This is an optimization exercise on Yosys and OpenROAD, whose aim is small area, a short achievable clock period and few clock cycles per item, not a production implementation. At most, simulation tests tie the RTL to the original design; equivalence was not proved. Function not checked in runs 3 to 5: the RTL went through the layout flow alone. No activity file was given, so power comes from the tool's default toggle rates.

**design/flow/config.mk**
```make
export PLATFORM = sky130hd
export DESIGN_NAME = dds_freq_scaler
export DESIGN_NICKNAME = dds_freq_scaler
export VERILOG_FILES = /design/flow/design.v
export SDC_FILE = /design/flow/constraint.sdc
export NUM_CORES = 4
export LEC_CHECK = 0
export CAP_MARGIN = 20
export CORE_MARGIN = 2
export CORE_UTILIZATION = 50
export CTS_BUF_LIST = sky130_fd_sc_hd__clkbuf_4 sky130_fd_sc_hd__clkbuf_8
export SLEW_MARGIN = 20
```
**design/flow/constraint.sdc**
```tcl
create_clock -name core_clock -period 10.0 [get_ports {clk}]
set_input_delay 2.0000 -clock core_clock [delete_from_list [all_inputs] [get_ports {clk}]]
set_output_delay 2.0000 -clock core_clock [all_outputs]
set_load 0.01 [all_outputs]
```
**design/flow/design.v**
```verilog
module dds_freq_scaler (
    input  wire        clk,
    input  wire        rst,                 
    input  wire        in_valid,
    output wire        in_ready,
    input  wire [47:0] in_q,
    input  wire [31:0] in_ref,
    output wire        out_valid,
    input  wire        out_ready,
    output wire [27:0] out_word,
    output reg  [1:0]  out_err
);
    reg  [4:0]  cnt;                        
    reg         ldv;                        
    reg         fin;                        
    reg         wt;                         
    reg         outv;                       
    reg         inr;                        
    reg  [31:0] r;                          
    reg  [32:0] rem;                        
    reg         rem_sg;                     
    reg         sub_l;                      
    reg         sub_u;                      
    reg  [28:0] sr;                         
    reg         xr;                         
    reg         bad;                        
    wire        sub   = ~rem[32];
    wire        sub_h = ~rem_sg;
    wire [32:0] t     = {rem[31:0], xr};
    wire [32:0] a_b   = {{8{sub_u}}, {8{sub_h}}, {9{sub_l}}, {8{sub}}} ^ {1'b0, r};
    wire [32:0] a_p   = t ^ a_b;
    wire [32:0] a_g   = {t[32:1] & a_b[32:1], (t[0] & a_b[0]) | (a_p[0] & sub)};
    wire [33:0] a_c;
    assign a_c[0] = sub;
    wire a_G0_1 = a_g[1] | (a_p[1] & a_g[0]);
    wire a_G0_3 = a_g[3] | (a_p[3] & a_g[2]);
    wire a_P0_3 = a_p[3] & a_p[2];
    wire a_G0_5 = a_g[5] | (a_p[5] & a_g[4]);
    wire a_P0_5 = a_p[5] & a_p[4];
    wire a_G0_7 = a_g[7] | (a_p[7] & a_g[6]);
    wire a_P0_7 = a_p[7] & a_p[6];
    wire a_G0_9 = a_g[9] | (a_p[9] & a_g[8]);
    wire a_P0_9 = a_p[9] & a_p[8];
    wire a_G0_11 = a_g[11] | (a_p[11] & a_g[10]);
    wire a_P0_11 = a_p[11] & a_p[10];
    wire a_G0_13 = a_g[13] | (a_p[13] & a_g[12]);
    wire a_P0_13 = a_p[13] & a_p[12];
    wire a_G0_15 = a_g[15] | (a_p[15] & a_g[14]);
    wire a_P0_15 = a_p[15] & a_p[14];
    wire a_G0_17 = a_g[17] | (a_p[17] & a_g[16]);
    wire a_P0_17 = a_p[17] & a_p[16];
    wire a_G0_19 = a_g[19] | (a_p[19] & a_g[18]);
    wire a_P0_19 = a_p[19] & a_p[18];
    wire a_G0_21 = a_g[21] | (a_p[21] & a_g[20]);
    wire a_P0_21 = a_p[21] & a_p[20];
    wire a_G0_23 = a_g[23] | (a_p[23] & a_g[22]);
    wire a_P0_23 = a_p[23] & a_p[22];
    wire a_G0_25 = a_g[25] | (a_p[25] & a_g[24]);
    wire a_P0_25 = a_p[25] & a_p[24];
    wire a_G0_27 = a_g[27] | (a_p[27] & a_g[26]);
    wire a_P0_27 = a_p[27] & a_p[26];
    wire a_G0_29 = a_g[29] | (a_p[29] & a_g[28]);
    wire a_P0_29 = a_p[29] & a_p[28];
    wire a_G0_31 = a_g[31] | (a_p[31] & a_g[30]);
    wire a_P0_31 = a_p[31] & a_p[30];
    wire a_G1_2 = a_g[2] | (a_p[2] & a_G0_1);
    wire a_G1_3 = a_G0_3 | (a_P0_3 & a_G0_1);
    wire a_G1_6 = a_g[6] | (a_p[6] & a_G0_5);
    wire a_P1_6 = a_p[6] & a_P0_5;
    wire a_G1_7 = a_G0_7 | (a_P0_7 & a_G0_5);
    wire a_P1_7 = a_P0_7 & a_P0_5;
    wire a_G1_10 = a_g[10] | (a_p[10] & a_G0_9);
    wire a_P1_10 = a_p[10] & a_P0_9;
    wire a_G1_11 = a_G0_11 | (a_P0_11 & a_G0_9);
    wire a_P1_11 = a_P0_11 & a_P0_9;
    wire a_G1_14 = a_g[14] | (a_p[14] & a_G0_13);
    wire a_P1_14 = a_p[14] & a_P0_13;
    wire a_G1_15 = a_G0_15 | (a_P0_15 & a_G0_13);
    wire a_P1_15 = a_P0_15 & a_P0_13;
    wire a_G1_18 = a_g[18] | (a_p[18] & a_G0_17);
    wire a_P1_18 = a_p[18] & a_P0_17;
    wire a_G1_19 = a_G0_19 | (a_P0_19 & a_G0_17);
    wire a_P1_19 = a_P0_19 & a_P0_17;
    wire a_G1_22 = a_g[22] | (a_p[22] & a_G0_21);
    wire a_P1_22 = a_p[22] & a_P0_21;
    wire a_G1_23 = a_G0_23 | (a_P0_23 & a_G0_21);
    wire a_P1_23 = a_P0_23 & a_P0_21;
    wire a_G1_26 = a_g[26] | (a_p[26] & a_G0_25);
    wire a_P1_26 = a_p[26] & a_P0_25;
    wire a_G1_27 = a_G0_27 | (a_P0_27 & a_G0_25);
    wire a_P1_27 = a_P0_27 & a_P0_25;
    wire a_G1_30 = a_g[30] | (a_p[30] & a_G0_29);
    wire a_P1_30 = a_p[30] & a_P0_29;
    wire a_G1_31 = a_G0_31 | (a_P0_31 & a_G0_29);
    wire a_P1_31 = a_P0_31 & a_P0_29;
    wire a_G2_4 = a_g[4] | (a_p[4] & a_G1_3);
    wire a_G2_5 = a_G0_5 | (a_P0_5 & a_G1_3);
    wire a_G2_6 = a_G1_6 | (a_P1_6 & a_G1_3);
    wire a_G2_7 = a_G1_7 | (a_P1_7 & a_G1_3);
    wire a_G2_12 = a_g[12] | (a_p[12] & a_G1_11);
    wire a_P2_12 = a_p[12] & a_P1_11;
    wire a_G2_13 = a_G0_13 | (a_P0_13 & a_G1_11);
    wire a_P2_13 = a_P0_13 & a_P1_11;
    wire a_G2_14 = a_G1_14 | (a_P1_14 & a_G1_11);
    wire a_P2_14 = a_P1_14 & a_P1_11;
    wire a_G2_15 = a_G1_15 | (a_P1_15 & a_G1_11);
    wire a_P2_15 = a_P1_15 & a_P1_11;
    wire a_G2_20 = a_g[20] | (a_p[20] & a_G1_19);
    wire a_P2_20 = a_p[20] & a_P1_19;
    wire a_G2_21 = a_G0_21 | (a_P0_21 & a_G1_19);
    wire a_P2_21 = a_P0_21 & a_P1_19;
    wire a_G2_22 = a_G1_22 | (a_P1_22 & a_G1_19);
    wire a_P2_22 = a_P1_22 & a_P1_19;
    wire a_G2_23 = a_G1_23 | (a_P1_23 & a_G1_19);
    wire a_P2_23 = a_P1_23 & a_P1_19;
    wire a_G2_28 = a_g[28] | (a_p[28] & a_G1_27);
    wire a_P2_28 = a_p[28] & a_P1_27;
    wire a_G2_29 = a_G0_29 | (a_P0_29 & a_G1_27);
    wire a_P2_29 = a_P0_29 & a_P1_27;
    wire a_G2_30 = a_G1_30 | (a_P1_30 & a_G1_27);
    wire a_P2_30 = a_P1_30 & a_P1_27;
    wire a_G2_31 = a_G1_31 | (a_P1_31 & a_G1_27);
    wire a_P2_31 = a_P1_31 & a_P1_27;
    wire a_G3_8 = a_g[8] | (a_p[8] & a_G2_7);
    wire a_G3_9 = a_G0_9 | (a_P0_9 & a_G2_7);
    wire a_G3_10 = a_G1_10 | (a_P1_10 & a_G2_7);
    wire a_G3_11 = a_G1_11 | (a_P1_11 & a_G2_7);
    wire a_G3_12 = a_G2_12 | (a_P2_12 & a_G2_7);
    wire a_G3_13 = a_G2_13 | (a_P2_13 & a_G2_7);
    wire a_G3_14 = a_G2_14 | (a_P2_14 & a_G2_7);
    wire a_G3_15 = a_G2_15 | (a_P2_15 & a_G2_7);
    wire a_G3_24 = a_g[24] | (a_p[24] & a_G2_23);
    wire a_P3_24 = a_p[24] & a_P2_23;
    wire a_G3_25 = a_G0_25 | (a_P0_25 & a_G2_23);
    wire a_P3_25 = a_P0_25 & a_P2_23;
    wire a_G3_26 = a_G1_26 | (a_P1_26 & a_G2_23);
    wire a_P3_26 = a_P1_26 & a_P2_23;
    wire a_G3_27 = a_G1_27 | (a_P1_27 & a_G2_23);
    wire a_P3_27 = a_P1_27 & a_P2_23;
    wire a_G3_28 = a_G2_28 | (a_P2_28 & a_G2_23);
    wire a_P3_28 = a_P2_28 & a_P2_23;
    wire a_G3_29 = a_G2_29 | (a_P2_29 & a_G2_23);
    wire a_P3_29 = a_P2_29 & a_P2_23;
    wire a_G3_30 = a_G2_30 | (a_P2_30 & a_G2_23);
    wire a_P3_30 = a_P2_30 & a_P2_23;
    wire a_G3_31 = a_G2_31 | (a_P2_31 & a_G2_23);
    wire a_P3_31 = a_P2_31 & a_P2_23;
    wire a_G4_16 = a_g[16] | (a_p[16] & a_G3_15);
    wire a_G4_17 = a_G0_17 | (a_P0_17 & a_G3_15);
    wire a_G4_18 = a_G1_18 | (a_P1_18 & a_G3_15);
    wire a_G4_19 = a_G1_19 | (a_P1_19 & a_G3_15);
    wire a_G4_20 = a_G2_20 | (a_P2_20 & a_G3_15);
    wire a_G4_21 = a_G2_21 | (a_P2_21 & a_G3_15);
    wire a_G4_22 = a_G2_22 | (a_P2_22 & a_G3_15);
    wire a_G4_23 = a_G2_23 | (a_P2_23 & a_G3_15);
    wire a_G4_24 = a_G3_24 | (a_P3_24 & a_G3_15);
    wire a_G4_25 = a_G3_25 | (a_P3_25 & a_G3_15);
    wire a_G4_26 = a_G3_26 | (a_P3_26 & a_G3_15);
    wire a_G4_27 = a_G3_27 | (a_P3_27 & a_G3_15);
    wire a_G4_28 = a_G3_28 | (a_P3_28 & a_G3_15);
    wire a_G4_29 = a_G3_29 | (a_P3_29 & a_G3_15);
    wire a_G4_30 = a_G3_30 | (a_P3_30 & a_G3_15);
    wire a_G4_31 = a_G3_31 | (a_P3_31 & a_G3_15);
    wire a_G5_32 = a_g[32] | (a_p[32] & a_G4_31);
    assign a_c[1] = a_g[0];
    assign a_c[2] = a_G0_1;
    assign a_c[3] = a_G1_2;
    assign a_c[4] = a_G1_3;
    assign a_c[5] = a_G2_4;
    assign a_c[6] = a_G2_5;
    assign a_c[7] = a_G2_6;
    assign a_c[8] = a_G2_7;
    assign a_c[9] = a_G3_8;
    assign a_c[10] = a_G3_9;
    assign a_c[11] = a_G3_10;
    assign a_c[12] = a_G3_11;
    assign a_c[13] = a_G3_12;
    assign a_c[14] = a_G3_13;
    assign a_c[15] = a_G3_14;
    assign a_c[16] = a_G3_15;
    assign a_c[17] = a_G4_16;
    assign a_c[18] = a_G4_17;
    assign a_c[19] = a_G4_18;
    assign a_c[20] = a_G4_19;
    assign a_c[21] = a_G4_20;
    assign a_c[22] = a_G4_21;
    assign a_c[23] = a_G4_22;
    assign a_c[24] = a_G4_23;
    assign a_c[25] = a_G4_24;
    assign a_c[26] = a_G4_25;
    assign a_c[27] = a_G4_26;
    assign a_c[28] = a_G4_27;
    assign a_c[29] = a_G4_28;
    assign a_c[30] = a_G4_29;
    assign a_c[31] = a_G4_30;
    assign a_c[32] = a_G4_31;
    assign a_c[33] = a_G5_32;
    wire [32:0] rnew  = a_p ^ a_c[32:0];
    wire        q_bit = ~rnew[32];
    wire        s0    = ~wt & (cnt == 5'd0);
    wire        s1    = ~wt & (cnt == 5'd1);
    wire        s2    = ~wt & (cnt == 5'd2);
    wire        ss    = ~wt & (cnt[4:1] != 4'd0);
    wire        last  = (cnt == 5'd29);
    wire        stall = s2 & outv;              
    wire        shift = ss & ~stall;
    wire        ld    = (s0 & ~ldv) | stall | (ss & last) | (wt & ~outv);
    wire        done  = (s0 & fin) | (wt & ~outv);
    wire [27:0] a     = sr[28:1];
    wire        rnd   = sr[0];
    wire        ref0  = (r == 32'd0);
    wire [15:0] qlo   = in_q[15:0];
    assign in_ready  = inr;
    assign out_valid = outv;
    assign out_word  = sr[28:1];
    always @(posedge clk) begin
        if (rst) begin
            cnt  <= 5'd0;
            ldv  <= 1'b0;
            fin  <= 1'b0;
            wt   <= 1'b0;
            outv <= 1'b0;
            inr  <= 1'b0;
        end else begin
            cnt  <= ld ? 5'd0 : cnt + 5'd1;
            if (ld)
                ldv <= in_valid & ~inr;
            fin  <= ss & last;
            wt   <= (s1 & bad) | (wt & outv);
            outv <= done | (outv & ~out_ready);
            inr  <= (s0 & ldv & (rem_sg | q_bit)) | (ss & (cnt == 5'd15));
        end
    end
    always @(posedge clk) begin
        rem    <= ld ? {3'b000, in_q[46:17]} : rnew;
        rem_sg <= ld ? in_q[47] : rnew[32];
        sub_l  <= ld ? 1'b1 : ~rnew[32];
        sub_u  <= ld ? ~in_q[47] : ~rnew[32];
        if (ld)
            xr <= in_q[16];
        else
            xr <= ~cnt[4] & qlo[~cnt[3:0]];      
        if (ld)
            r <= in_ref;
        if (s0)
            bad <= rem_sg | q_bit;
        if (shift)
            sr <= {sr[27:0], q_bit};
        else begin                          
            sr[28:1] <= (wt & ~outv) ? 28'd0 : a + {27'd0, fin & rnd};
            if (s1)
                sr[0] <= q_bit;
        end
        if (done)
            out_err <= wt ? {ref0, ~ref0} : {1'b0, &a & rnd};
    end
endmodule
```
**design/flow/flow/run.sh**
```bash
#!/bin/bash
# Standard ORFS layout (the standard.sh), with two flow knobs changed:
#  - port buffers are buf_1 cells instead of the resizer's default pick;
set -euo pipefail
export BUFFER_PORTS_ARGS="-buffer_cell sky130_fd_sc_hd__buf_1"
export SETUP_SLACK_MARGIN="${SETUP_SLACK_MARGIN_OVERRIDE:-7.0}"
bash standard.sh > standard_flow.log 2>&1
```
**design/flow/standard.sh**
```bash
#!/bin/bash
# synth_recipe.tcl (not shown) runs the flow's synth.tcl, then flattens the netlist and writes it again
# the make line also repeats each setting of config.mk as NAME=value (left out here)
make -C /OpenROAD-flow-scripts/flow DESIGN_CONFIG=/design/flow/config.mk WORK_HOME=/design/flow/orfs CLKGATE_MAP_FILE= SYNTH_SCRIPT=/design/flow/synth_recipe.tcl "${@:-finish}"
```
==> results of run 1 <==
## per-stage QoR
step	cell area, um^2	hold WS, ps	total power, mW	worst slack, ps
3_3_place_gp	6624	464.1	2.351	6728
6_report	6930	473.5	2.675	7047
4_1_cts	6854	478.1	2.680	7001
2_1_floorplan	6078	440.0	2.059	6815
5_1_grt	6930	516.9	2.946	6965
3_5_place_dp	6624	462.4	2.377	6664
## final cells by class
type / instances / area, um^2
Inverter: 18 / 67.56
Clock buffer: 14 / 167.7
Clock inverter: 2 / 35.03
Sequential cell: 111 / 2639
Fill cell: 1113 / 5031
Tap cell: 147 / 183.9
Timing Repair Buffer: 121 / 485.5
Multi-Input combinational cell: 465 / 3352
## sequential cells by signal, indices dropped and copies added (netlist names)
signal	flops
rem_sg	1
outv	1
sr	29
cnt	5
ldv	1
sub_u	1
bad	1
wt	1
sub_l	1
r	32
xr	1
out_err	2
rem	33
fin	1
inr	1
## path summary, 6_finish.rpt
| kind | from | slack, ps | cells past startpoint | endpoint |
|---|---|---|---|---|
| hold / removal | ldv$_SDFFE_PP0P_ | 470 | 2 | ldv$_SDFFE_PP0P_ |
| setup / recovery | sr[18]$_DFF_P_ | 7050 | 1 | out_word[17] |
| setup reg to reg | r[0]$_DFFE_PP_ | 7160 | 10 | bad$_DFFE_PP_ |
| hold reg to reg | ldv$_SDFFE_PP0P_ | 470 | 2 | ldv$_SDFFE_PP0P_ |
## cells in the final DEF, fill, tap and decap left out, types with 3 or more instances in the layout
| master | count |
|---|---|
| sky130_fd_sc_hd__a31o_1 | 3 |
| sky130_fd_sc_hd__dfxtp_1 | 42 |
| sky130_fd_sc_hd__and3_1 | 4 |
| sky130_fd_sc_hd__o31ai_1 | 15 |
| sky130_fd_sc_hd__nor4_1 | 7 |
| sky130_fd_sc_hd__ha_1 | 37 |
| sky130_fd_sc_hd__inv_1 | 17 |
| sky130_fd_sc_hd__buf_4 | 5 |
| sky130_fd_sc_hd__dfxtp_4 | 6 |
| sky130_fd_sc_hd__or3_1 | 3 |
| sky130_fd_sc_hd__a22o_1 | 3 |
| sky130_fd_sc_hd__a211oi_1 | 4 |
| sky130_fd_sc_hd__and2_1 | 5 |
| sky130_fd_sc_hd__clkbuf_8 | 10 |
| sky130_fd_sc_hd__nand2_1 | 78 |
| sky130_fd_sc_hd__a21oi_1 | 20 |
| sky130_fd_sc_hd__nor2_1 | 36 |
| sky130_fd_sc_hd__o21ai_0 | 39 |
| sky130_fd_sc_hd__a21o_1 | 4 |
| sky130_fd_sc_hd__fa_1 | 5 |
| sky130_fd_sc_hd__clkbuf_2 | 4 |
| sky130_fd_sc_hd__dfxtp_2 | 27 |
| sky130_fd_sc_hd__nor3_1 | 18 |
| sky130_fd_sc_hd__o21a_1 | 6 |
| sky130_fd_sc_hd__mux4_2 | 5 |
| sky130_fd_sc_hd__nand3_1 | 17 |
| sky130_fd_sc_hd__xor2_1 | 34 |
| sky130_fd_sc_hd__o21ai_1 | 5 |
| sky130_fd_sc_hd__a32o_1 | 10 |
| sky130_fd_sc_hd__clkbuf_4 | 4 |
| sky130_fd_sc_hd__edfxtp_1 | 36 |
| sky130_fd_sc_hd__nand4_1 | 15 |
| sky130_fd_sc_hd__nand2b_1 | 7 |
| sky130_fd_sc_hd__o41ai_1 | 4 |
| sky130_fd_sc_hd__xnor2_1 | 30 |
| sky130_fd_sc_hd__buf_1 | 111 |
| sky130_fd_sc_hd__nor2b_1 | 5 |
| sky130_fd_sc_hd__nor3b_1 | 5 |
## cell families after synthesis
| group | Yosys count | share of synthesized area |
|---|---|---|
| multiplexers | 6 | 0.02038 |
| buffers and inverters | 40 | 0.02635 |
| AO/OA/AOI/OAI | 139 | 0.1700 |
| AND/OR/NAND/NOR | 214 | 0.1735 |
| XOR/XNOR | 64 | 0.09222 |
| flip-flops | 111 | 0.4249 |
| adder cells (fa/ha/maj) | 42 | 0.09263 |
## tightest hold or removal path: stages (launching register included)
cell	delay [ps]
sky130_fd_sc_hd__dfxtp_1	330
sky130_fd_sc_hd__nand2_1	60
sky130_fd_sc_hd__a21oi_1	50
## synthesized netlist by cell type, types with 8 or more instances
| cell type | count | area (um^2) |
|---|---|---|
| sky130_fd_sc_hd__nand2_1 | 78 | 292.8 |
| sky130_fd_sc_hd__dfxtp_1 | 75 | 1501 |
| sky130_fd_sc_hd__o21ai_0 | 39 | 195.2 |
| sky130_fd_sc_hd__ha_1 | 37 | 462.9 |
| sky130_fd_sc_hd__edfxtp_1 | 36 | 1081 |
| sky130_fd_sc_hd__nor2_1 | 36 | 135.1 |
| sky130_fd_sc_hd__xor2_1 | 34 | 297.8 |
| sky130_fd_sc_hd__xnor2_1 | 30 | 262.8 |
| sky130_fd_sc_hd__a21oi_1 | 20 | 100.1 |
| sky130_fd_sc_hd__nor3_1 | 18 | 90.09 |
| sky130_fd_sc_hd__inv_1 | 17 | 63.81 |
| sky130_fd_sc_hd__nand3_1 | 17 | 85.08 |
| sky130_fd_sc_hd__nand4_1 | 15 | 93.84 |
| sky130_fd_sc_hd__o31ai_1 | 15 | 112.6 |
| sky130_fd_sc_hd__clkbuf_1 | 12 | 45.04 |
| sky130_fd_sc_hd__a32o_1 | 10 | 100.1 |
| sky130_fd_sc_hd__buf_2 | 8 | 40.04 |
## report_power, final
group / leakage, nW / switching, mW / internal, mW
sequential: 0.994 / 0.122 / 0.670
clock: 0.108 / 0.149 / 0.134
combinational: 1.43 / 0.937 / 0.663
total: 2.53 / 1.21 / 1.47
## what timing repair did
item	CTS	global route
hold buffers	0	0
gates resized for setup	16	30
setup buffers	1	2
setup endpoints to repair	22	26
endpoints found under the hold margin	0	0
pin swaps	1	1
## routing by layer
layer | track usage | part of all wire
met2 | 0.3726 | 0.49
met5 | 0 | 0
met3 | 0.02753 | 0.037
met1 | 0.2682 | 0.45
met4 | 0.08862 | 0.019
==> Flow_metrics.wiki, run 1 <==
{| class="wikitable"
! Metric !! Value
|-
| Static power due to leakage || 2.532 nW
|-
| Remaining Overflow, GRT || 0
|-
| Overall track demand over capacity in global routing || 0.2139
|-
| Total clock buffers created by CTS || 9
|-
| Register bit count reported by yosys || 111
|-
| Post-Route Utilization || 0.5794
|-
| Placed Instances || 859
|-
| Insertion delay of the later-clocked pin in the worst-skew pair || 380 ps
|-
| Via count of the first global-routing pass || 4820
|-
| Post-Synthesis Net Count || 742
|-
| X dimension of the die || 114.3 um
|-
| Critical path buffer and inverter count || 1
|-
| Average detailed-routed wire length per instance || 15.22 um
|-
| Required arrival time at the worst endpoint || 8000 ps
|-
| Final cell count without fillers || 878
|-
| Placement row count || 40
|-
| Worst-case headroom to the max-slew limit || 0.4795
|-
| Synthesized area per cell || 9.867 um^2
|-
| Power density normalized to cell area || 385.9 nW/um^2
|-
| Maximum number of pins on one net before global-route repair || 99
|-
| Maximum capacitance violations || 0
|-
| Maximum level of the CTS H-tree || 3
|-
| Tightest Hold Check Type || reg2reg
|-
| Maximum fanout encountered on the critical timing path || 8
|-
| Number of enable-type register cells in the synthesized netlist || 36
|-
| Weighted congestion reported at the end of routability-driven placement || 0.8522
|-
| Worst slew pin tran || 779.1 ps
|-
| Share of synthesized area occupied by flip-flops and latches || 0.4249
|-
| Min Tclk post-route || 2953 ps
|-
| Post-layout nets || 852
|-
| Die outline height || 114.3 um
|-
| Number of ports placed on the die boundary || 116
|-
| Post-detailed-route count of antenna-violating nets || 0
|-
| Post-detail-place hpwl || 9.767 mm
|-
| Clock transition at path regs || 100 ps
|-
| Clk_skew || 11.67 ps
|-
| Overall die area || 13050 um^2
|-
| Element type at the critical path end || output port
|-
| Router iterations before antenna repair || 5
|-
| CTS tree || yes
|-
| Fraction of layout cells with a size suffix above 1 || 0.1149
|-
| Final Routed Wirelength || 13.36 mm
|-
| Status || complete, no violations
|-
| Fraction of registers with async set or reset after synthesis || 0
|-
| Drt drc || 0
|-
| CTS max path bufs || 2
|-
| Max VDD drop || 0.1947 mV
|-
| Period utilisation layout || 0.2953
|-
| Crit path launch type || register
|-
| Clock root cell || sky130_fd_sc_hd__clkbuf_8
|-
| Unrepaired setup endpoints after global routing || yes
|-
| Vias post-DR || 4847
|-
| Most used DFF post-synth || sky130_fd_sc_hd__dfxtp_1
|-
| Largest stage delay on the critical path || 410 ps
|-
| Combined area of all synthesized cells || 6078 um^2
|-
| Crit path max-delay cell type || sky130_fd_sc_hd__dfxtp_2
|-
| Cell breakdown of the critical path || buf_1
|-
| Number of antenna cells inserted || 0
|-
| Starting utilization of the core area || 0.5082
|-
| Number of instances in the synthesized netlist || 616
|-
| Kind of critical path || reg2out
|-
| Signed area change from the synthesized netlist to the final layout || 14.02%
|-
| Number of pins exceeding their max-slew limit in the final report || 0
|-
| Category of cells accounting for the largest share of critical-path delay || flip-flops
|-
| Count of clock tree sinks || 111
|-
| Max Clk Rate || 0.3386 GHz
|-
| Hold Fails Final Rpt || 0
|-
| Worst path arrival time || 950 ps
|-
| Initial DRC Count || 292
|-
| Total Negative Setup Slacks || 0 ps
|-
| Final setup vio count || 0
|-
| Number of warnings reported in the yosys synthesis log || 1
|-
| # port buffers || 115
|-
| Antenna violations before repair || 0
|-
| Area of the core || 11960 um^2
|-
| DR vias/cell || 5.521
|-
| Global-route wire length before repair || 22.18 mm
|-
| Yosys cell types || 72
|}
Testbench counts, summed over its fixed seeds: cycles 69,998, items 2,400.
==> run 2, diff against run 1 <==
==> design/flow/flow/run.sh (replaced) <==
#!/bin/bash
# Standard ORFS layout (the standard.sh), with two flow knobs changed:
#  - port buffers are buf_1 cells instead of the resizer's default pick;
set -euo pipefail
export BUFFER_PORTS_ARGS="-buffer_cell sky130_fd_sc_hd__buf_1"
export SETUP_SLACK_MARGIN="${SETUP_SLACK_MARGIN_OVERRIDE:-7.05}"
bash standard.sh > standard_flow.log 2>&1
--- a/design/flow/config.mk
+++ b/design/flow/config.mk
@@ -7,6 +7,6 @@
 export LEC_CHECK = 0
 export CAP_MARGIN = 20
 export CORE_MARGIN = 2
-export CORE_UTILIZATION = 50
+export CORE_UTILIZATION = 60
 export CTS_BUF_LIST = sky130_fd_sc_hd__clkbuf_4 sky130_fd_sc_hd__clkbuf_8
 export SLEW_MARGIN = 20
==> run 2 against run 1 <==
  * Total power up 1.1%
  * Critical endpoint is now xr$_DFF_P_
  * Largest power group unchanged
  * Critical path depth up 3
  * Clock skew down 1.6 ps
  * Sequential power about the same
  * First-iteration DRC count down 30%
  * Still clean
  * Maximum frequency up 0.16%
  * Non-clock buffer count unchanged
==> Flow_metrics.wiki, run 2 <==
{| class="wikitable"
! Metric !! Value
|-
| Crit path setup slack, layout || 7051 ps (+4.630 ps)
|-
| Register bit count reported by yosys || 111 (unchanged)
|-
| Tightest Hold Check Type || reg2reg
|-
| CTS max path bufs || 2 (unchanged)
|-
| Fraction of layout cells with a size suffix above 1 || 0.1218 (+0.006840)
|-
| Most frequent cells in the layout || sky130_fd_sc_hd__buf_1 (106), sky130_fd_sc_hd__nand2_1 (78), sky130_fd_sc_hd__dfxtp_1 (42), sky130_fd_sc_hd__o21ai_0 (39), sky130_fd_sc_hd__ha_1 (37)
|-
| X dimension of the die || 104.7 um (-8.4%)
|-
| Cell breakdown of the critical path || buf_1 -> mux4_2 -> mux4_2 -> a22o_1
|-
| Router iterations before antenna repair || 4 (-1)
|-
| Largest stage delay on the critical path || 480 ps (+70 ps)
|-
| Comb pwr share || 0.600 (+0.002)
|-
| Worst path most repeated cell || sky130_fd_sc_hd__mux4_2
|-
| Drt drc || 0 (unchanged)
|-
| Critical path buffer and inverter count || 1 (unchanged)
|-
| Post-Synthesis Net Count || 742 (unchanged)
|-
| Min Tclk post-route || 2949 ps (-4.630 ps)
|-
| Overall track demand over capacity in global routing || 0.2444 (+0.03048)
|-
| Fraction of power spent switching nets || 0.4504 (-0.001132)
|-
| Max Clk Rate || 0.3391 GHz (+0.16%)
|-
| Starting utilization of the core area || 0.6190 (+0.1109)
|-
| Antenna violations before repair || 0 (unchanged)
|-
| Category of cells accounting for the largest share of critical-path delay || multiplexers
|-
| CTS tree || yes
|-
| Clock root cell || sky130_fd_sc_hd__clkbuf_8
|-
| Maximum fanout encountered on the critical timing path || 1 (-7)
|-
| Number of antenna cells inserted || 0 (unchanged)
|-
| Main area contributors after synthesis || sky130_fd_sc_hd__dfxtp_1 (25%), sky130_fd_sc_hd__edfxtp_1 (18%), sky130_fd_sc_hd__ha_1 (7.6%)
|-
| Hold Fails Final Rpt || 0 (unchanged)
|-
| Required arrival time at the worst endpoint || 10270 ps (+2270 ps)
|-
| Kind of critical path || in2reg
|-
| Element type at the critical path end || register
|-
| Net switching power || 1.219 mW (+0.90%)
|-
| Via count of the first global-routing pass || 4834 (+0.29%)
|-
| Vias post-DR || 4966 (+2.5%)
|-
| Maximum number of pins on one net before global-route repair || 99 (unchanged)
|-
| Worst slew pin tran || 733.5 ps (-45.63 ps)
|-
| Biggest regs || rem (33), r (32), sr (29)
|-
| Post-layout nets || 852 (unchanged)
|-
| Insertion delay of the later-clocked pin in the worst-skew pair || 370 ps (about the same)
|-
| Number of filler instances in the final layout || 814 (-27%)
|-
| Total Negative Setup Slacks || 0 ps (unchanged)
|-
| Final setup vio count || 0 (unchanged)
|-
| Signed area change from the synthesized netlist to the final layout || 14.47%
|-
| Global-route wire length before repair || 21.84 mm (-1.5%)
|-
| Remaining Overflow, GRT || 0 (unchanged)
|-
| Fraction of registers with async set or reset after synthesis || 0 (unchanged)
|-
| Power density normalized to cell area || 388.8 nW/um^2 (+0.75%)
|-
| Sequential Power Share || 0.293 (-0.003)
|-
| Most used DFF post-synth || sky130_fd_sc_hd__dfxtp_1
|-
| Post-detail-place hpwl || 9.790 mm (+0.23%)
|-
| Count of clock tree sinks || 111 (unchanged)
|-
| Clock transition at path regs || 100 ps (about the same)
|-
| Number of pins exceeding their max-slew limit in the final report || 0 (unchanged)
|-
| Initial DRC Count || 205 (-30%)
|-
| Most used standard cell by instance count after synthesis || sky130_fd_sc_hd__nand2_1
|-
| DR vias/cell || 5.748 (+4.1%)
|-
| Number of warnings reported in the yosys synthesis log || 1 (unchanged)
|-
| Clk_skew || 10.09 ps (-1.585 ps)
|-
| Combined area of all synthesized cells || 6078 um^2 (unchanged)
|-
| # port buffers || 115 (unchanged)
|-
| Max VDD drop || 0.2080 mV (+6.8%)
|-
| Synthesized area per cell || 9.867 um^2 (unchanged)
|-
| Worst-case headroom to the max-slew limit || 0.5100 (+0.03048)
|-
| Int Power || 1.487 mW (+1.4%)
|-
| Period utilisation layout || 0.2949 (-0.0004630)
|-
| Final Routed Wirelength || 13.15 mm (-1.6%)
|-
| Number of instances in the synthesized netlist || 616 (unchanged)
|-
| Share of synthesized area occupied by flip-flops and latches || 0.4249 (unchanged)
|-
| Area of the core || 9819 um^2 (-18%)
|-
| Number of enable-type register cells in the synthesized netlist || 36 (unchanged)
|-
| Placement row count || 36 (-10%)
|-
| Most frequent cells after synthesis || sky130_fd_sc_hd__nand2_1 (78), sky130_fd_sc_hd__dfxtp_1 (75), sky130_fd_sc_hd__o21ai_0 (39)
|-
| Status || complete, no violations
|-
| Total clock buffers created by CTS || 9 (unchanged)
|-
| Static power due to leakage || 2.558 nW (+1.1%)
|-
| Post-placement worst setup slack || 6634 ps (-29.83 ps)
|-
| Crit path max-delay cell type || sky130_fd_sc_hd__mux4_2
|-
| Overall die area || 10950 um^2 (-16%)
|-
| Average detailed-routed wire length per instance || 15.22 um (about the same)
|-
| Unrepaired setup endpoints after global routing || yes
|-
| Proportion of power drawn by the clock network || 0.107 (about the same)
|-
| Die outline height || 104.7 um (-8.4%)
|-
| Number of ports placed on the die boundary || 116 (unchanged)
|-
| Share of the synthesized area in the top cell type || 0.2470 (unchanged)
|-
| Crit path launch type || primary input
|-
| Weighted congestion reported at the end of routability-driven placement || 0.8668 (+1.7%)
|-
| Yosys cell types || 72 (unchanged)
|-
| Biggest area consumer among synthesized cells || sky130_fd_sc_hd__dfxtp_1
|-
| Post-detailed-route count of antenna-violating nets || 0 (unchanged)
|-
| Maximum level of the CTS H-tree || 3 (unchanged)
|-
| Maximum capacitance violations || 0 (unchanged)
|-
| Commonest non-fill, non-tap cell in the layout || sky130_fd_sc_hd__buf_1
|-
| Worst path arrival time || 3220 ps (+2270 ps)
|-
| Register name with the most flops || rem
|-
| Max FFs per register || 33 (unchanged)
|}
==> run 2: cell counts after synthesis <==
No cell type changed its count.
==> run 2: worst paths after layout <==
kind	slack (ps)	end	from	cells past startpoint
max	7050	xr$_DFF_P_	in_q[12]	4
min	470	ldv$_SDFFE_PP0P_	ldv$_SDFFE_PP0P_	2
max reg2reg	7170	bad$_DFFE_PP_	r[9]$_DFFE_PP_	9
min reg2reg	470	ldv$_SDFFE_PP0P_	ldv$_SDFFE_PP0P_	2
==> run 2: power by group through the flow <==
stage	clock, mW	sequential, mW	combinational [mW]
2_1_floorplan	0	0.742	1.32
3_3_place_gp	0	0.795	1.53
3_5_place_dp	0	0.802	1.59
4_1_cts	0.296	0.795	1.60
5_1_grt	0.311	0.811	1.82
6_report	0.290	0.793	1.62
==> run 2: metrics by stage <==
stage                     hold WS (ps)  instance area, um^2  std cells  power, mW    util
after floorplan                  440.0                 6078        616      2.059       -
after global placement           456.2                 6606        845      2.328  0.6728
final                            470.7                 6958        864      2.705  0.7086
after global routing             505.8                 6958        864      2.943  0.7086
after detailed placement         461.1                 6606        845      2.387  0.6728
after CTS                        476.8                 6870        862      2.690  0.6997
==> run 2: cells by family after synthesis <==
group                    synth area share
AO/OA/AOI/OAI                      0.1700
XOR/XNOR                          0.09222
adder cells (fa/ha/maj)           0.09263
buffers and inverters             0.02635
flip-flops                         0.4249
multiplexers                      0.02038
AND/OR/NAND/NOR                    0.1735
==> run 2: cell type report <==
type,instances,area (um^2),area share
tap,133,166.4,0.02392
timing repair buffer,121,491.7,0.07067
sequential,111,2659,0.3821
inverter,18,67.56,0.009710
clock inverter,5,72.57,0.01043
clock buffer,11,138.9,0.01996
multi-input combinational,465,3362,0.4832
==> run 2: worst reg2reg max path: cells and delay by family, from the launching register on <==
kind,cells,cell delay [ps]
compound gates,4,1000
xor+xnor,1,170
fa+ha+maj,1,390
simple gates,3,610
flops,1,440
==> run 2: what timing repair did <==
| action | in CTS | in global routing |
|---|---|---|
| endpoints found under the setup margin | 41 | 26 |
| hold buffers | 0 | 0 |
| pin swaps | 1 | 4 |
| resized for setup | 34 | 28 |
| cloned | 0 | 0 |
| setup buffers | 1 | 2 |
| endpoints found under the hold margin | 0 | 0 |
==> run 2: per-layer routing <==
| metal | vias to the layer above | GRT usage | wire length [um] | part of all wire |
|---|---|---|---|---|
| met2 | 116 | 0.4328 | 6573 | 0.50 |
| met5 | - | 0 | 0 | 0 |
| met1 | 2358 | 0.3041 | 5894 | 0.45 |
| li1 | 2468 | - | - | - |
| met3 | 24 | 0.02870 | 415 | 0.032 |
| met4 | 0 | 0.09619 | 271 | 0.021 |
==> run 3, diff against run 2 <==
==> design/flow/design.v (replaced) <==
module dds_freq_scaler (
    input  wire        clk,
    input  wire        rst,                 
    input  wire        in_valid,
    output wire        in_ready,
    input  wire [47:0] in_q,
    input  wire [31:0] in_ref,
    output wire        out_valid,
    input  wire        out_ready,
    output reg  [27:0] out_word,
    output reg  [1:0]  out_err
);
    localparam DIV_N = 61;                  
    localparam [1:0] S_IDLE = 2'd0,
                     S_DIV  = 2'd1,
                     S_CHK  = 2'd2,
                     S_OUT  = 2'd3;
    reg [1:0]       state;
    reg [31:0]      ref_r;
    reg [DIV_N-1:0] quo;                    
    reg [32:0]      rem;
    reg [5:0]       div_cnt;
    wire [33:0] rem_sh  = {rem, quo[DIV_N-1]};
    wire [33:0] divisor = {1'b0, ref_r, 1'b0};
    wire [33:0] rem_sub = rem_sh - divisor;
    wire        q_bit   = (rem_sh >= divisor);
    assign in_ready  = (state == S_IDLE);
    assign out_valid = (state == S_OUT);
    always @(posedge clk) begin
        if (rst) begin
            state    <= S_IDLE;
            div_cnt  <= 6'd0;
            out_word <= 28'd0;
            out_err  <= 2'd0;
        end else begin
            case (state)
                S_IDLE: begin
                    if (in_valid) begin
                        ref_r <= in_ref;
                        if (in_ref == 32'd0) begin
                            out_word <= 28'd0;
                            out_err  <= 2'd2;
                            state    <= S_OUT;
                        end else if (in_q[47]) begin
                            out_word <= 28'd0;
                            out_err  <= 2'd1;
                            state    <= S_OUT;
                        end else begin
                            quo     <= {in_q[46:0], 13'd0} + {29'd0, in_ref};
                            rem     <= 33'd0;
                            div_cnt <= 6'd0;
                            state   <= S_DIV;
                        end
                    end
                end
                S_DIV: begin
                    if (q_bit)
                        rem <= rem_sub[32:0];
                    else
                        rem <= rem_sh[32:0];
                    quo     <= {quo[DIV_N-2:0], q_bit};
                    div_cnt <= div_cnt + 6'd1;
                    if (div_cnt == DIV_N - 1)
                        state <= S_CHK;
                end
                S_CHK: begin
                    if (quo[DIV_N-1:28] != 33'd0) begin
                        out_word <= 28'd0;
                        out_err  <= 2'd1;
                    end else begin
                        out_word <= quo[27:0];
                        out_err  <= 2'd0;
                    end
                    state <= S_OUT;
                end
                default: begin              
                    if (out_ready)
                        state <= S_IDLE;
                end
            endcase
        end
    end
endmodule
==> design/flow/run.sh (new file) <==
#!/bin/bash
# synth_recipe.tcl (not shown) runs the flow's synth.tcl, then flattens the netlist and writes it again
# the make line also repeats each setting of config.mk as NAME=value (left out here)
make -C /OpenROAD-flow-scripts/flow DESIGN_CONFIG=/design/flow/config.mk WORK_HOME=/design/flow/orfs CLKGATE_MAP_FILE= SYNTH_SCRIPT=/design/flow/synth_recipe.tcl finish
--- a/design/flow/config.mk
+++ b/design/flow/config.mk
@@ -7,6 +7,5 @@
 export LEC_CHECK = 0
 export CAP_MARGIN = 20
 export CORE_MARGIN = 2
-export CORE_UTILIZATION = 60
-export CTS_BUF_LIST = sky130_fd_sc_hd__clkbuf_4 sky130_fd_sc_hd__clkbuf_8
+export CORE_UTILIZATION = 40
 export SLEW_MARGIN = 20
removed: design/flow/flow/run.sh
removed: design/flow/standard.sh
==> run 3 against run 2 <==
  * Routed wire length grew 110%
  * First-iteration DRC count grew to 2.8 times the previous value
  * Critical path depth grew 9
  * Non-clock buffer count grew 4
  * Sequential cell count grew 53
  * Clock skew grew 1.1 ps
  * Critical path type unchanged
  * Critical endpoint is now quo[59]$_DFFE_PP_
  * Highest routed layer unchanged
==> Flow_metrics.wiki, run 3 <==
{| class="wikitable"
! Metric !! Value
|-
| Number of pins exceeding their max-slew limit in the final report || 0 (unchanged)
|-
| Cell breakdown of the critical path || clkdlybuf4s50_1 -> ha_1 -> inv_1 -> fa_1 -> nor2b_1 -> o21a_1 -> o21ai_1 -> a31oi_1 -> o21ai_0 -> buf_4 -> a2111oi_1 -> a31o_2 -> a31oi_1
|-
| Clock root cell || sky130_fd_sc_hd__clkbuf_16
|-
| Main area contributors after synthesis || sky130_fd_sc_hd__edfxtp_1 (36%), sky130_fd_sc_hd__dfxtp_1 (7.3%), sky130_fd_sc_hd__ha_1 (7.0%)
|-
| Status || complete, no violations
|-
| Commonest non-fill, non-tap cell in the layout || sky130_fd_sc_hd__nand2_1
|-
| Number of warnings reported in the yosys synthesis log || 1 (unchanged)
|-
| Post-Synthesis Net Count || 1270 (+71%)
|-
| Vias post-DR || 8671 (+75%)
|-
| Signed area change from the synthesized netlist to the final layout || 19.69%
|-
| Starting utilization of the core area || 0.4034 (-0.2156)
|-
| Yosys cell types || 66 (-8.3%)
|-
| Element type at the critical path end || register
|-
| Overall track demand over capacity in global routing || 0.2082 (-0.03618)
|-
| Average detailed-routed wire length per instance || 17.92 um (+18%)
|-
| Share of synthesized area occupied by flip-flops and latches || 0.4360 (+0.01110)
|-
| Via count of the first global-routing pass || 8257 (+71%)
|-
| Most used standard cell by instance count after synthesis || sky130_fd_sc_hd__nand2_1
|-
| Kind of critical path || in2reg
|-
| Hold slack final || 448.8 ps (-21.85 ps)
|-
| X dimension of the die || 165.4 um (+58%)
|-
| Worst path arrival time || 5290 ps (+2070 ps)
|-
| Register-to-register path setup slack || 5970 ps (-1200 ps)
|-
| Clock transition at path regs || 60 ps (-40 ps)
|-
| Min Tclk post-route || 5153 ps (+2204 ps)
|-
| Maximum capacitance violations || 0 (unchanged)
|-
| Required arrival time at the worst endpoint || 10140 ps (-130 ps)
|-
| Most frequent cells after synthesis || sky130_fd_sc_hd__nand2_1 (148), sky130_fd_sc_hd__edfxtp_1 (126), sky130_fd_sc_hd__a21oi_1 (89)
|-
| Insertion delay of the later-clocked pin in the worst-skew pair || 430 ps (+60 ps)
|-
| Drt drc || 0 (unchanged)
|-
| Power density normalized to cell area || 195.8 nW/um^2 (-50%)
|-
| Global-route wire length before repair || 43.86 mm (+100%)
|-
| Launch point of the worst reg-to-reg path || rem[11]$_SDFFCE_PN0P_
|-
| Max Clk Rate || 0.1941 GHz (-43%)
|-
| Post-layout nets || 1365 (+60%)
|-
| Unrepaired setup endpoints after global routing || no
|-
| Weighted congestion reported at the end of routability-driven placement || 0.9230 (+6.5%)
|-
| Number of antenna cells inserted || 0 (unchanged)
|-
| DR vias/cell || 5.526 (-3.8%)
|-
| Final Routed Wirelength || 28.12 mm (+110%)
|-
| Maximum number of pins on one net before global-route repair || 95 (-4.0%)
|-
| Initial DRC Count || 573 (+180%)
|-
| Die outline height || 165.4 um (+58%)
|-
| Antenna violations before repair || 0 (unchanged)
|-
| Share of the synthesized area in the top cell type || 0.3630 (+0.1160)
|-
| CTS max path bufs || 2 (unchanged)
|-
| Remaining Overflow, GRT || 0 (unchanged)
|-
| Total clock buffers created by CTS || 17 (+8)
|-
| Max FFs per register || 61 (+85%)
|-
| Worst slew pin tran || 964.8 ps (+231.3 ps)
|-
| Number of enable-type register cells in the synthesized netlist || 126 (+250%)
|-
| Max VDD drop || 0.1375 mV (-34%)
|-
| Biggest regs || quo (61), rem (33), ref_r (32)
|-
| Total Negative Setup Slacks || 0 ps (unchanged)
|-
| Register name with the most flops || quo
|-
| Launching instance or port of the critical path || in_ref[13]
|-
| Hold Fails Final Rpt || 0 (unchanged)
|-
| Overall die area || 27370 um^2 (+150%)
|-
| Final setup vio count || 0 (unchanged)
|-
| Static power due to leakage || 4.613 nW (+80%)
|-
| Fraction of registers with async set or reset after synthesis || 0 (unchanged)
|-
| CTS tree || yes
|-
| Combined area of all synthesized cells || 10420 um^2 (+71%)
|-
| Number of ports placed on the die boundary || 116 (unchanged)
|-
| Worst-case headroom to the max-slew limit || 0.3538 (-0.1562)
|-
| Fraction of layout cells with a size suffix above 1 || 0.06321 (-0.05854)
|-
| Crit path max-delay cell type || sky130_fd_sc_hd__a2111oi_1
|-
| # port buffers || 115 (unchanged)
|-
| Maximum level of the CTS H-tree || 4 (+1)
|-
| Area of the core || 25840 um^2 (+160%)
|-
| Period utilisation layout || 0.5153 (+0.2204)
|-
| Number of instances resized during post-cts repair || 0 (-100%)
|-
| Maximum fanout encountered on the critical timing path || 12 (+11)
|-
| Post-detail-place hpwl || 20.81 mm (+110%)
|-
| Number of hold buffers added after cts || 0 (unchanged)
|-
| Number of instances in the synthesized netlist || 1126 (+83%)
|-
| Post-CTS repair timing setup buffer count || 0 (-1)
|-
| Most frequent cells in the layout || sky130_fd_sc_hd__nand2_1 (148), sky130_fd_sc_hd__edfxtp_1 (126), sky130_fd_sc_hd__clkdlybuf4s50_1 (115), sky130_fd_sc_hd__a21oi_1 (89), sky130_fd_sc_hd__nor2_1 (72)
|-
| Most used DFF post-synth || sky130_fd_sc_hd__edfxtp_1
|-
| Post-detailed-route count of antenna-violating nets || 0 (unchanged)
|-
| Count of clock tree sinks || 164 (+48%)
|-
| Biggest area consumer among synthesized cells || sky130_fd_sc_hd__edfxtp_1
|-
| Worst Min Path Start || out_word[5]$_SDFFE_PP0P_
|-
| Crit path launch type || primary input
|-
| Synthesized area per cell || 9.257 um^2 (-6.2%)
|-
| Router iterations before antenna repair || 5 (+1)
|-
| Worst path most repeated cell || sky130_fd_sc_hd__a31oi_1
|-
| Tightest Hold Check Type || reg2reg
|-
| Register bit count reported by yosys || 164 (+48%)
|-
| Clk_skew || 11.16 ps (+1.069 ps)
|-
| Placement row count || 59 (+64%)
|-
| Largest stage delay on the critical path || 670 ps (+190 ps)
|}
-- run 3: cell types whose count changed in the layout (fill, tap and decap cells not counted), moves of 43 or more --
cell,previous run,this run
sky130_fd_sc_hd__edfxtp_1,36,126
sky130_fd_sc_hd__nand2_1,78,148
sky130_fd_sc_hd__a21oi_1,20,89
sky130_fd_sc_hd__buf_1,106,0
sky130_fd_sc_hd__clkdlybuf4s50_1,0,115
sky130_fd_sc_hd__inv_1,17,60
-- run 3: through the flow --
step	setup WS (ps)	total power, mW	instances	instance area, um^2	util
floorplan	2356	1.564	1126	10420	-
finish	4847	2.443	1569	12480	0.4829
CTS	4693	2.457	1569	12470	0.4828
detailed placement	4238	1.798	1537	11890	0.4603
global route	4559	2.583	1569	12480	0.4829
global placement	4377	1.790	1537	11890	0.4603
-- run 3: layer usage --
metal | global-route usage | part of all wire | up-vias | routed length, um
met5 | 0 | 0 | - | 0
met4 | 0.05329 | 0.016 | 0 | 455
met3 | 0.03222 | 0.044 | 34 | 1246
met2 | 0.3436 | 0.48 | 193 | 13420
met1 | 0.2867 | 0.46 | 4109 | 13000
li1 | - | - | 4335 | -
-- run 3: power breakdown --
| part | leakage, nW | internal (mW) | switching, mW |
|---|---|---|---|
| clock | 0.285 | 0.371 | 0.285 |
| combinational | 2.86 | 0.340 | 0.519 |
| sequential | 1.47 | 0.876 | 0.0510 |
-- run 3: cell families (layout without fill, tap and decap cells) --
kind of cell	count (synthesis)	in the layout	share of synthesized area
and+or+nand+nor	405	405	0.1855
AOI/OAI and AO/OA	294	294	0.1774
DFF	164	164	0.4360
buffers and inverters	109	217	0.04165
adders and majority gates	60	60	0.07346
xor gates and xnor gates	51	51	0.04285
muxes	43	43	0.04321
-- run 3: area by class of cell --
| type | count | area, um^2 |
|---|---|---|
| inverter | 60 | 225.2 |
| clock inverter | 14 | 151.4 |
| tap | 335 | 419.2 |
| sequential | 164 | 4544 |
| multi-input combinational | 853 | 5480 |
| timing repair buffer | 125 | 1226 |
| fill | 2473 | 13360 |
| clock buffer | 18 | 429.2 |
-- run 3: worst max-delay path: cells and delay by family --
kind / cells / cell delay [ps]
compound gates: 7 / 1700
fa+ha+maj: 2 / 600
buf+inv: 3 / 780
simple gates: 1 / 210
-- run 3: path summary, 6_finish.rpt --
path	cells after the start	endpoint
hold / removal	2	out_word[5]$_SDFFE_PP0P_
setup reg to reg	10	rem[31]$_SDFFCE_PN0P_
hold reg to reg	2	out_word[5]$_SDFFE_PP0P_
setup / recovery	13	quo[59]$_DFFE_PP_
==> run 4, diff against run 3 <==
==> design/flow/design.v (replaced) <==
module dds_freq_scaler (
    input  wire        clk,
    input  wire        rst,                 
    input  wire        in_valid,
    output wire        in_ready,
    input  wire [47:0] in_q,
    input  wire [31:0] in_ref,
    output wire        out_valid,
    input  wire        out_ready,
    output wire [27:0] out_word,
    output reg  [1:0]  out_err
);
    reg         idle;                       
    reg         busy;                       
    reg         fin;                        
    reg         outv;                       
    reg  [4:0]  cnt;
    reg  [31:0] r;                          
    reg  [32:0] rem;                        
    reg  [29:0] sr;                         
    reg         neg;
    wire [32:0] t     = {rem[31:0], sr[29]};
    wire [32:0] rnew  = rem[32] ? (t + {1'b0, r}) : (t - {1'b0, r});
    wire        q_bit = ~rnew[32];
    wire        ovf   = sr[29];
    wire [27:0] a     = sr[28:1];
    wire        rnd   = sr[0];
    wire [27:0] w     = a + {27'd0, rnd};
    wire        ref0  = (r == 32'd0);
    wire        kill  = ref0 | neg | ovf;
    assign in_ready  = idle;
    assign out_valid = outv;
    assign out_word  = sr[27:0];
    always @(posedge clk) begin
        if (rst) begin
            idle <= 1'b1;
            busy <= 1'b0;
            fin  <= 1'b0;
            outv <= 1'b0;
        end else begin
            if (idle && in_valid) begin
                idle <= 1'b0;
                busy <= 1'b1;
            end
            if (busy && cnt == 5'd29) begin
                busy <= 1'b0;
                fin  <= 1'b1;
            end
            if (fin) begin
                fin  <= 1'b0;
                outv <= 1'b1;
            end
            if (outv && out_ready) begin
                outv <= 1'b0;
                idle <= 1'b1;
            end
        end
    end
    always @(posedge clk) begin
        if (idle) begin
            r   <= in_ref;
            rem <= {3'b000, in_q[46:17]};
            sr  <= {in_q[16:0], 13'd0};
            neg <= in_q[47];
            cnt <= 5'd0;
        end else if (busy) begin
            rem <= rnew;
            sr  <= {sr[28:0], q_bit};
            cnt <= cnt + 5'd1;
        end else if (fin) begin
            sr[27:0] <= kill ? 28'd0 : w;
            if (ref0)
                out_err <= 2'd2;
            else if (neg | ovf | (&a & rnd))
                out_err <= 2'd1;
            else
                out_err <= 2'd0;
        end
    end
endmodule
==> run 4 against run 3 <==
  * Via count decreased by 32%
  * Still clean
  * Register-to-register slack got worse by 200 ps
  * Clock skew fell by 6.6 ps
  * Clock-buffer cell count is 8 lower
  * Worst setup slack improved by 930 ps
  * Maximum frequency increased by 22%
  * Worst hold slack improved by 48 ps
==> Flow_metrics.wiki, run 4 <==
{| class="wikitable"
! Metric !! Value
|-
| Status || complete, no violations
|-
| Number of hold buffers added after cts || 0 (unchanged)
|-
| Crit path launch type || register
|-
| Kind of critical path || reg2reg
|-
| Starting utilization of the core area || 0.4074 (+0.003956)
|-
| Commonest non-fill, non-tap cell in the layout || sky130_fd_sc_hd__clkdlybuf4s50_1
|-
| Worst-case headroom to the max-slew limit || 0.2804 (-0.07344)
|-
| CTS max path bufs || 2 (unchanged)
|-
| Fraction of layout cells with a size suffix above 1 || 0.04784 (-0.01537)
|-
| Register name with the most flops || rem
|-
| Final setup vio count || 0 (unchanged)
|-
| Tightest Hold Check Type || reg2reg
|-
| Worst slew pin tran || 1070 ps (+104.8 ps)
|-
| Number of antenna cells inserted || 0 (unchanged)
|-
| Maximum capacitance violations || 0 (unchanged)
|-
| # port buffers || 115 (unchanged)
|-
| Total clock buffers created by CTS || 9 (-8)
|-
| Overall die area || 19330 um^2 (-29%)
|-
| Adder-Cell Fraction of Synth Area || 0.06622 (-0.007240)
|-
| Weighted congestion reported at the end of routability-driven placement || 0.8905 (-3.5%)
|-
| Unrepaired setup endpoints after global routing || no
|-
| Overall track demand over capacity in global routing || 0.1812 (-0.02702)
|-
| Maximum fanout encountered on the critical timing path || 9 (-3)
|-
| Area of the core || 17900 um^2 (-31%)
|-
| Clock transition at path regs || 70 ps (about the same)
|-
| Count of clock tree sinks || 107 (-35%)
|-
| Synthesized area per cell || 9.279 um^2 (+0.23%)
|-
| Number of filler instances in the final layout || 1730 (-30%)
|-
| Register bit count reported by yosys || 107 (-35%)
|-
| Remaining Overflow, GRT || 0 (unchanged)
|-
| Number of instances resized during post-cts repair || 0 (unchanged)
|-
| Global-route wire length before repair || 28.26 mm (-36%)
|-
| Post-layout total power || 1.585 mW (-35%)
|-
| Via count of the first global-routing pass || 5366 (-35%)
|-
| Max VDD drop || 0.09609 mV (-30%)
|-
| Post-Synthesis Net Count || 908 (-29%)
|-
| Share of the synthesized area in the top cell type || 0.3376 (-0.02536)
|-
| Drt drc || 0 (unchanged)
|-
| Number of ports placed on the die boundary || 116 (unchanged)
|-
| Biggest area consumer among synthesized cells || sky130_fd_sc_hd__edfxtp_1
|-
| Antenna violations before repair || 0 (unchanged)
|-
| Maximum number of pins on one net before global-route repair || 94 (-1.1%)
|-
| Yosys cell types || 61 (-7.6%)
|-
| Maximum level of the CTS H-tree || 3 (-1)
|-
| Number of enable-type register cells in the synthesized netlist || 82 (-35%)
|-
| Basic-gate share of the synthesized area counting and, or, nand and nor cells || 0.1724 (-0.01304)
|-
| Fraction of registers with async set or reset after synthesis || 0 (unchanged)
|-
| Max FFs per register || 33 (-46%)
|-
| Min Tclk post-route || 4226 ps (-927.0 ps)
|-
| Post-layout nets || 974 (-29%)
|-
| Static power due to leakage || 3.221 nW (-30%)
|-
| Hold Fails Final Rpt || 0 (unchanged)
|-
| Post-detailed-route count of antenna-violating nets || 0 (unchanged)
|-
| Biggest regs || rem (33), r (32), sr (30)
|-
| Post-detail-place hpwl || 13.09 mm (-37%)
|-
| Final Routed Wirelength || 17.91 mm (-36%)
|-
| Share of synthesized area occupied by flip-flops and latches || 0.4062 (-0.02972)
|-
| Average detailed-routed wire length per instance || 16.50 um (-8.0%)
|-
| Main area contributors after synthesis || sky130_fd_sc_hd__edfxtp_1 (34%), sky130_fd_sc_hd__dfxtp_1 (6.9%), sky130_fd_sc_hd__ha_1 (6.3%)
|-
| Router iterations before antenna repair || 7 (+2)
|-
| Clk_skew || 4.526 ps (-6.632 ps)
|-
| Power density normalized to cell area || 182.4 nW/um^2 (-6.8%)
|-
| Synthesized-area fraction occupied by xor and xnor cells || 0.1057 (+0.06283)
|-
| Post-CTS repair timing setup buffer count || 0 (unchanged)
|-
| Clock root cell || sky130_fd_sc_hd__clkbuf_16
|-
| Number of instances in the synthesized netlist || 786 (-30%)
|-
| Largest family of logic cells by synthesized area || simple AND/OR/NAND/NOR gates
|-
| Placement row count || 49 (-17%)
|-
| Worst path arrival time || 4490 ps (-800 ps)
|-
| DR vias/cell || 5.444 (-1.5%)
|-
| Number of warnings reported in the yosys synthesis log || 1 (unchanged)
|-
| Max Clk Rate || 0.2367 GHz (+22%)
|-
| Die outline height || 139.0 um (-16%)
|-
| X dimension of the die || 139.0 um (-16%)
|-
| Initial DRC Count || 603 (+5.2%)
|-
| Element type at the critical path end || register
|-
| Total Negative Setup Slacks || 0 ps (unchanged)
|-
| Most frequent cells in the layout || sky130_fd_sc_hd__clkdlybuf4s50_1 (115), sky130_fd_sc_hd__edfxtp_1 (82), sky130_fd_sc_hd__nand2_1 (76), sky130_fd_sc_hd__nor2_1 (68), sky130_fd_sc_hd__a21oi_1 (63)
|-
| Most frequent cells after synthesis || sky130_fd_sc_hd__edfxtp_1 (82), sky130_fd_sc_hd__nand2_1 (76), sky130_fd_sc_hd__nor2_1 (68)
|-
| Required arrival time at the worst endpoint || 10270 ps (+130 ps)
|-
| CTS tree || yes
|-
| Number of pins exceeding their max-slew limit in the final report || 0 (unchanged)
|-
| Multiplexer fraction of the synthesized cell area || 0.01630 (-0.02691)
|-
| Combined area of all synthesized cells || 7293 um^2 (-30%)
|-
| Most used DFF post-synth || sky130_fd_sc_hd__edfxtp_1
|-
| Period utilisation layout || 0.4226 (-0.09270)
|-
| Signed area change from the synthesized netlist to the final layout || 19.15%
|-
| Vias post-DR || 5912 (-32%)
|-
| Fraction of the mapped netlist area in compound gates || 0.1697 (-0.007741)
|-
| Insertion delay of the later-clocked pin in the worst-skew pair || 360 ps (-70 ps)
|-
| Most used standard cell by instance count after synthesis || sky130_fd_sc_hd__edfxtp_1
|}
## run 4: cell types whose count changed after synthesis, sizes merged, moves of 30 or more
cell and change:
inv -35, xor2 +35, edfxtp -44, nand3 -30
nand2 -73
## run 4: routing by layer
metal / track usage / vias up / part of all wire
met3: 0.03211 / 17 / 0.053
met1: 0.2710 / 2748 / 0.49
met4: 0.05157 / 0 / 0.013
met2: 0.2681 / 165 / 0.44
li1: - / 2982 / -
met5: 0 / - / 0
## run 4: cell families (layout without fill, tap and decap cells)
family,count (synthesis),count (layout)
and+or+nand+nor,258,258
xor gates and xnor gates,88,88
muxes,11,11
adders and majority gates,38,38
buffers and inverters,91,162
DFF,107,107
AOI/OAI and AO/OA,193,193
## run 4: layout make-up
type                       count  area (um^2)  share of cell area
tap                          229        286.5             0.03297
clock inverter                 6        43.79            0.005040
timing repair buffer         120         1189              0.1368
sequential                   107         2967              0.3414
multi-input combinational    588         3867              0.4451
inverter                      26        97.59             0.01123
clock buffer                  10        239.0             0.02750
## run 4: critical path, stage by stage (launching register included)
cell and delay, ps:
sky130_fd_sc_hd__edfxtp_1 420, sky130_fd_sc_hd__or4_1 570, sky130_fd_sc_hd__nor4_1 570, sky130_fd_sc_hd__and3_1 410, sky130_fd_sc_hd__a21oi_1 120, sky130_fd_sc_hd__xor2_1 170
sky130_fd_sc_hd__ha_1 440, sky130_fd_sc_hd__nand4_1 180, sky130_fd_sc_hd__or2_2 340, sky130_fd_sc_hd__o221a_2 250, sky130_fd_sc_hd__o31ai_1 90, sky130_fd_sc_hd__xnor2_1 180
sky130_fd_sc_hd__xnor2_1 110, sky130_fd_sc_hd__a221oi_1 270
## run 4: power by group
group          internal (mW)  switching [mW]
sequential             0.548          0.0431
combinational          0.279           0.361
clock                  0.179           0.175
total                   1.01           0.579
## run 4: path summary, 6_finish.rpt
kind	from	endpoint	slack (ps)	cells past startpoint
setup / recovery	r[19]$_DFFE_PP_	sr[0]$_SDFFE_PP0P_	5770	13
hold / removal	rem[30]$_SDFFE_PP0P_	rem[30]$_SDFFE_PP0P_	500	1
setup reg to reg	r[19]$_DFFE_PP_	sr[0]$_SDFFE_PP0P_	5770	13
hold reg to reg	rem[30]$_SDFFE_PP0P_	rem[30]$_SDFFE_PP0P_	500	1
## run 4: per-stage QoR
| step | hold WS [ps] | instance area, um^2 | util | setup slack, ps | cells |
|---|---|---|---|---|---|
| finish | 496.7 | 8690 | 0.4854 | 5774 | 1086 |
| global route | 507.4 | 8690 | 0.4854 | 5472 | 1086 |
| CTS | 503.6 | 8690 | 0.4854 | 5777 | 1086 |
| detailed placement | 480.8 | 8407 | 0.4696 | 5811 | 1070 |
| global placement | 476.7 | 8407 | 0.4696 | 5750 | 1070 |
| floorplan | 456.3 | 7293 | - | 6058 | 786 |
==> run 5, diff against run 4 <==
--- a/design/flow/design.v
+++ b/design/flow/design.v
@@ -17,17 +17,18 @@
     reg  [4:0]  cnt;
     reg  [31:0] r;                          
     reg  [32:0] rem;                        
-    reg  [29:0] sr;                         
-    reg         neg;
-    wire [32:0] t     = {rem[31:0], sr[29]};
-    wire [32:0] rnew  = rem[32] ? (t + {1'b0, r}) : (t - {1'b0, r});
+    reg  [28:0] sr;                         
+    reg         bad;                        
+    wire        sub   = ~rem[32];
+    wire [32:0] t     = {rem[31:0], sr[28]};
+    wire [32:0] rnew  = t + ({33{sub}} ^ {1'b0, r}) + {32'd0, sub};
     wire        q_bit = ~rnew[32];
-    wire        ovf   = sr[29];
+    wire        first = (cnt == 5'd0);
+    wire        last  = (cnt == 5'd29);
     wire [27:0] a     = sr[28:1];
     wire        rnd   = sr[0];
     wire [27:0] w     = a + {27'd0, rnd};
     wire        ref0  = (r == 32'd0);
-    wire        kill  = ref0 | neg | ovf;
     assign in_ready  = idle;
     assign out_valid = outv;
     assign out_word  = sr[27:0];
@@ -42,7 +43,7 @@
                 idle <= 1'b0;
                 busy <= 1'b1;
             end
-            if (busy && cnt == 5'd29) begin
+            if (busy && (last || (first && (bad || q_bit)))) begin
                 busy <= 1'b0;
                 fin  <= 1'b1;
             end
@@ -57,21 +58,23 @@
         end
     end
     always @(posedge clk) begin
+        cnt <= idle ? 5'd0 : cnt + 5'd1;
+        rem <= idle ? {3'b000, in_q[46:17]} : rnew;
         if (idle) begin
             r   <= in_ref;
-            rem <= {3'b000, in_q[46:17]};
-            sr  <= {in_q[16:0], 13'd0};
-            neg <= in_q[47];
-            cnt <= 5'd0;
-        end else if (busy) begin
-            rem <= rnew;
-            sr  <= {sr[28:0], q_bit};
-            cnt <= cnt + 5'd1;
-        end else if (fin) begin
-            sr[27:0] <= kill ? 28'd0 : w;
+            bad <= in_q[47];
+        end else if (busy && first) begin
+            bad <= bad | q_bit;
+        end
+        if (idle)
+            sr <= {in_q[16:0], 12'd0};
+        else if (busy)
+            sr <= {sr[27:0], q_bit};
+        else if (fin) begin
+            sr[27:0] <= bad ? 28'd0 : w;
             if (ref0)
                 out_err <= 2'd2;
-            else if (neg | ovf | (&a & rnd))
+            else if (bad | (&a & rnd))
                 out_err <= 2'd1;
             else
                 out_err <= 2'd0;
==> run 5 against run 4 <==
  * Still clean on timing, DRC and antenna
  * Cell count decreased by 5.0%
  * Synthesized cell count decreased by 5.5%
  * Worst hold slack got worse by 18 ps
  * First-iteration DRC count down 46%
  * Critical path depth decreased by 12
  * Clock-buffer cell count up 3
  * Non-clock buffer count shrank 3
  * Maximum frequency rose by 11%
  * Largest power group unchanged
  * Highest routed layer unchanged
==> Flow_metrics.wiki, run 5 <==
{| class="wikitable"
! Metric !! Value
|-
| Overall die area || 17810 um^2 (-7.8%)
|-
| Number of ports placed on the die boundary || 116 (unchanged)
|-
| Biggest regs || rem (33), r (32), sr (29)
|-
| Fraction of layout cells with a size suffix above 1 || 0.03448 (-0.01336)
|-
| Fraction of power spent switching nets || 0.4228 (+0.05755)
|-
| Post-Route Utilization || 0.4911 (+0.005716)
|-
| Met1 Track Usage GR || 0.2537 (-0.01736)
|-
| Maximum number of pins on one net before global-route repair || 79 (-16%)
|-
| Final Routed Wirelength || 16.36 mm (-8.7%)
|-
| Count of clock tree sinks || 106 (-0.93%)
|-
| Worst Min Path Start || cnt[0]$_SDFF_PP0_
|-
| Starting utilization of the core area || 0.4072 (about the same)
|-
| Share of the synthesized area in the top cell type || 0.2329 (-0.1047)
|-
| Clk_skew || 8.054 ps (+3.528 ps)
|-
| Largest stage delay on the critical path || 770 ps (+200 ps)
|-
| Power density normalized to cell area || 275.6 nW/um^2 (+51%)
|-
| Maximum capacitance violations || 0 (unchanged)
|-
| Number of filler instances in the final layout || 1590 (-8.1%)
|-
| Signed area change from the synthesized netlist to the final layout || 20.60%
|-
| Post-detail-place hpwl || 11.93 mm (-8.9%)
|-
| Crit path max-delay cell type || sky130_fd_sc_hd__dfxtp_4
|-
| Status || complete, no violations
|-
| Synthesized area per cell || 9.024 um^2 (-2.7%)
|-
| Die outline height || 133.5 um (-4.0%)
|-
| Main area contributors after synthesis || sky130_fd_sc_hd__edfxtp_1 (23%), sky130_fd_sc_hd__dfxtp_1 (16%), sky130_fd_sc_hd__xnor2_1 (8.1%)
|-
| Period utilisation layout || 0.3823 (-0.04025)
|-
| Busiest layer in global routing || met2
|-
| Number of pins exceeding their max-slew limit in the final report || 0 (unchanged)
|-
| Net switching power || 0.9420 mW (+63%)
|-
| Launching instance or port of the critical path || idle$_SDFFE_PP1P_
|-
| Post-layout nets || 928 (-4.7%)
|-
| Fraction of registers with async set or reset after synthesis || 0 (unchanged)
|-
| Post-Synthesis Net Count || 864 (-4.8%)
|-
| Tightest Hold Check Type || reg2reg
|}
[run 5: kinds of logic (layout without fill, tap and decap cells)]
family / after synthesis / in the layout / synth area share
flip-flops: 106 / 106 / 0.3941
multiplexers: 5 / 5 / 0.007837
buffers and inverters: 87 / 156 / 0.06438
AND/OR/NAND/NOR: 243 / 243 / 0.1748
XOR/XNOR: 79 / 79 / 0.1032
adder cells (fa/ha/maj): 37 / 37 / 0.07016
AO/OA/AOI/OAI: 186 / 186 / 0.1855
[run 5: layer usage]
metal,wire (um),share of wire
met1,7412,0.45
met2,7777,0.48
met3,871,0.053
met4,302,0.018
met5,0,0
[run 5: final timing paths]
kind | to | slack (ps) | cells past startpoint
worst min register to register | cnt[0]$_SDFF_PP0_ | 480 | 1
worst max register to register | bad$_DFFE_PP_ | 6310 | 9
worst max-delay path | in_ready | 6180 | 1
worst min-delay path | cnt[0]$_SDFF_PP0_ | 480 | 1
[run 5: area by class of cell]
cell class / instances / area (um^2) / share of cell area
clock buffer: 13 / 240.2 / 0.02971
clock inverter: 3 / 40.04 / 0.004951
inverter: 23 / 86.33 / 0.01068
multi-input combinational: 550 / 3631 / 0.4490
sequential: 106 / 2648 / 0.3274
tap: 220 / 275.3 / 0.03404
timing repair buffer: 117 / 1166 / 0.1442
[run 5: worst register-to-register path: stages, from the launching register on]
cell and delay (ps):
sky130_fd_sc_hd__dfxtp_2 1010, sky130_fd_sc_hd__xnor2_1 190, sky130_fd_sc_hd__ha_1 400, sky130_fd_sc_hd__nor2b_4 160, sky130_fd_sc_hd__o311a_1 310, sky130_fd_sc_hd__o21a_1 230, sky130_fd_sc_hd__o41a_1 520, sky130_fd_sc_hd__a21oi_1 220
sky130_fd_sc_hd__o211ai_2 150, sky130_fd_sc_hd__o31a_1 250
[run 5: power groups by stage]
stage / clock, mW / combinational (mW) / sequential, mW
after global placement: 0 / 1.17 / 0.658
after detailed placement: 0 / 1.19 / 0.659
after global routing: 0.379 / 1.37 / 0.665
after CTS: 0.364 / 1.21 / 0.651
final: 0.353 / 1.22 / 0.652
after floorplan: 0 / 0.961 / 0.613
[run 5: metrics by stage]
step	cell area, um^2	setup slack, ps	cells	hold WS [ps]
2_1_floorplan	6705	6623	743	429.9
3_3_place_gp	7806	6448	1016	453.2
3_5_place_dp	7806	6334	1016	470.1
4_1_cts	8087	6159	1032	485.8
5_1_grt	8087	6068	1032	510.4
6_report	8087	6177	1032	478.3

Re-timed with assumed drivers on the ports (clkbuf_16 on the clock, buf_2 on other inputs), run 5 has 6.134 ns of setup slack against 6.177 ns with ideal ports, and 6.308 ns once port delays also move by the mid clock arrival of 0.395 ns.
